From an optimization exercise on the open Yosys and OpenROAD flow, aimed at small area, a short achievable clock period and few clock cycles; shortcuts taken in it are not production practice. In this exercise RTL edits were held to simulation tests only and were not proved equivalent to the original.

Setup of north:
## sdseq
module sdseq (
    input             clk,
    input             rst,           
    input             op_valid,
    output            op_ready,
    input      [7:0]  op_code,
    input      [63:0] op_arg,
    output reg        rsp_valid,
    output reg [3:0]  rsp_err,
    output     [63:0] rsp_data,
    output reg        cmd_valid,
    output     [24:0] cmd_word,
    input             eng_done,
    output     [14:0] sdcr1,
    output     [14:0] sdcr2,
    output     [27:0] sdtr1,
    output     [27:0] sdtr2,
    output     [24:5] sdcmr,
    output     [13:1] sdrtr,
    output reg        busy,            
    output reg        clk_gate,
    output reg        handle_valid,
    output reg        handle_bank,
    output reg [2:0]  phase1,
    output reg [2:0]  phase2,
    output reg [1:0]  delay_ok,
    output reg        refresh_programmed,
    output     [1:0]  ready
);
    localparam OP_MAKE_CONFIG   = 8'h10;
    localparam OP_CONFIGURE     = 8'h11;
    localparam OP_SEND_COMMAND  = 8'h20;
    localparam OP_SET_WP        = 8'h21;
    localparam OP_SET_NRFS      = 8'h22;
    localparam OP_SET_REFRESH   = 8'h23;
    localparam OP_WP            = 8'h24;
    localparam OP_BANK          = 8'h25;
    localparam OP_DELAY         = 8'h26;
    localparam OP_MEMORY_VIEW   = 8'h30;
    localparam E_OK     = 4'd0;
    localparam E_TZERO  = 4'd5;
    localparam E_RANGE  = 4'd6;
    localparam E_UNAVL  = 4'd7;
    localparam E_NOHND  = 4'd8;
    localparam E_ESZERO = 4'd9;
    localparam E_REFUSE = 4'd15;
    localparam PH_POWERUP   = 3'd0;
    localparam PH_CLKEN     = 3'd1;
    localparam PH_PRECHG    = 3'd2;
    localparam PH_REFRESHED = 3'd3;
    localparam PH_MODELOAD  = 3'd4;
    localparam PH_VIOLATED  = 3'd5;
    localparam M_CLKEN = 3'd1;
    localparam M_PALL  = 3'd2;
    localparam M_AREF  = 3'd3;
    localparam M_LMR   = 3'd4;
    reg [14:0] cr1, cr2;
  ...
For scale: about 310 I/O pins.
export LEC_CHECK = 0
export ABC_AREA = 1
export CAP_MARGIN = 20
export CORE_MARGIN = 2
export CORE_UTILIZATION = 40
export SETUP_SLACK_MARGIN = 5
export SLEW_MARGIN = 20
create_clock -name core_clock -period 10.0 [get_ports {clk}]
standard.sh (not shown) runs the stock make flow with config.mk's settings and CLKGATE_MAP_FILE= SYNTH_SCRIPT=/design/flow/synth_recipe.tcl, a recipe that flattens the netlist after the stock synthesis.
==> flow/flow/run.sh <==
#!/bin/bash
# The standard layout (standard.sh), with the ports buffered by the
# smallest buffer cell (sky130_fd_sc_hd__buf_1) instead of the default delay
# buffer; the resizer still upsizes any that timing or slew needs.
set -euo pipefail
bash standard.sh "BUFFER_PORTS_ARGS=-buffer_cell sky130_fd_sc_hd__buf_1" finish > standard_flow.log 2>&1
Testbench counts of north, summed over its fixed seeds: cycles 14,549.
Edits applied to the flow inputs when going from north to south:
--- a/flow/design.v
+++ b/flow/design.v
@@ -92,24 +92,26 @@
     wire [3:0] c_col = arg[41:38];
     wire [3:0] c_row = arg[45:42];
     wire [1:0] c_div = arg[47:46];
     wire [1:0] c_pipe = arg[49:48];
     wire       c_wp  = arg[50];
     wire       c_rburst = arg[51];
     wire [1:0] c_dw  = arg[53:52];
     wire       c_ba  = arg[54];
     wire       c_bank = arg[55];
-    wire [6:0] t_top = {t_rcd[4], t_rp[4], t_wr[4], t_rc[4], t_ras[4], t_xsr[4], t_mrd[4]};
-    wire [6:0] t_nz  = {|t_rcd[3:0], |t_rp[3:0], |t_wr[3:0], |t_rc[3:0],
-                        |t_ras[3:0], |t_xsr[3:0], |t_mrd[3:0]};
-    wire cfg_zero = |(~t_top & ~t_nz);
-    wire cfg_over = |(t_top & t_nz);
-    wire cfg_ok   = !cfg_zero && !cfg_over &&
+    function t_ok;
+        input [4:0] t;
+        t_ok = t[4] ? (t[3:0] == 4'd0) : (t[3:0] != 4'd0);
+    endfunction
+    wire cfg_zero = (t_mrd == 5'd0) || (t_xsr == 5'd0) || (t_ras == 5'd0) || (t_rc == 5'd0) ||
+                    (t_wr == 5'd0) || (t_rp == 5'd0) || (t_rcd == 5'd0);
+    wire cfg_ok   = t_ok(t_mrd) && t_ok(t_xsr) && t_ok(t_ras) && t_ok(t_rc) &&
+                    t_ok(t_wr) && t_ok(t_rp) && t_ok(t_rcd) &&
                     (c_cas != 3'd0) && (c_cas[2] == 1'b0) &&       
                     (c_col[3:2] == 2'b10) &&                       
                     ((c_row[3:2] == 2'b11 && !c_row[1]) ||
                      (c_row == 4'd11)) &&                           
                     c_div[1] &&                                     
                     (c_pipe != 2'd3) && (c_dw != 2'd3);
     wire [3:0] cfg_err = cfg_ok ? E_OK : cfg_zero ? E_TZERO : E_RANGE;
     wire [1:0] f_nc   = c_col[1:0];             
     wire [1:0] f_nr   = c_row[1:0] - 2'd3;      
## What came out
Relative to north, fraction of the cycle the final worst path needs decreased by 0.47 points in south. Compared with north, overall via count from detail_route in south decreased slightly. In south, the weighted congestion at the end of routability-driven global placement came out about 3% above the value in north. south: compound-cell area share of the yosys netlist is 1.4 points higher than what north reported. The run with more setup slack is south; north has less. Area after synthesis: south vs north — no meaningful difference.
Testbench counts of south, summed over its fixed seeds: cycles 14,549.

-- port drivers added, routing unchanged --
How much do the figures lean on ideal ports? The routed layouts below were timed once more, with nothing changed but the port constraints. Step 1: set_driving_cell puts a clkbuf_16 on clk and a buf_2 on each other input, an assumption about the parent block. Step 2, shift: input delay + t, output delay - t, t = (earliest + latest rising clock arrival at the registers) / 2. This alone moves slack from input paths to output paths. Slacks: ideal ports / drivers / drivers and shift; pairs: ideal ports / drivers.
| run | t (ns) | setup WS [ns] | latest minus earliest clock arrival (ns) | worst data-port slew with drivers (ns) | pins driven straight from the clock port |
|---|---|---|---|---|---|
| north | 0.616 | 5.310 / 5.310 / 4.984 | 0.018 / 0.018 | 0.06 | 1 |
| south | 0.634 | 5.357 / 5.390 / 4.756 | 0.030 / 0.030 | 0.06 | 1 |
After both steps setup and hold are still met in every run listed. The setup slack of south, which loses most, moves by +0.033 ns with the drivers and by -0.601 ns with both steps.
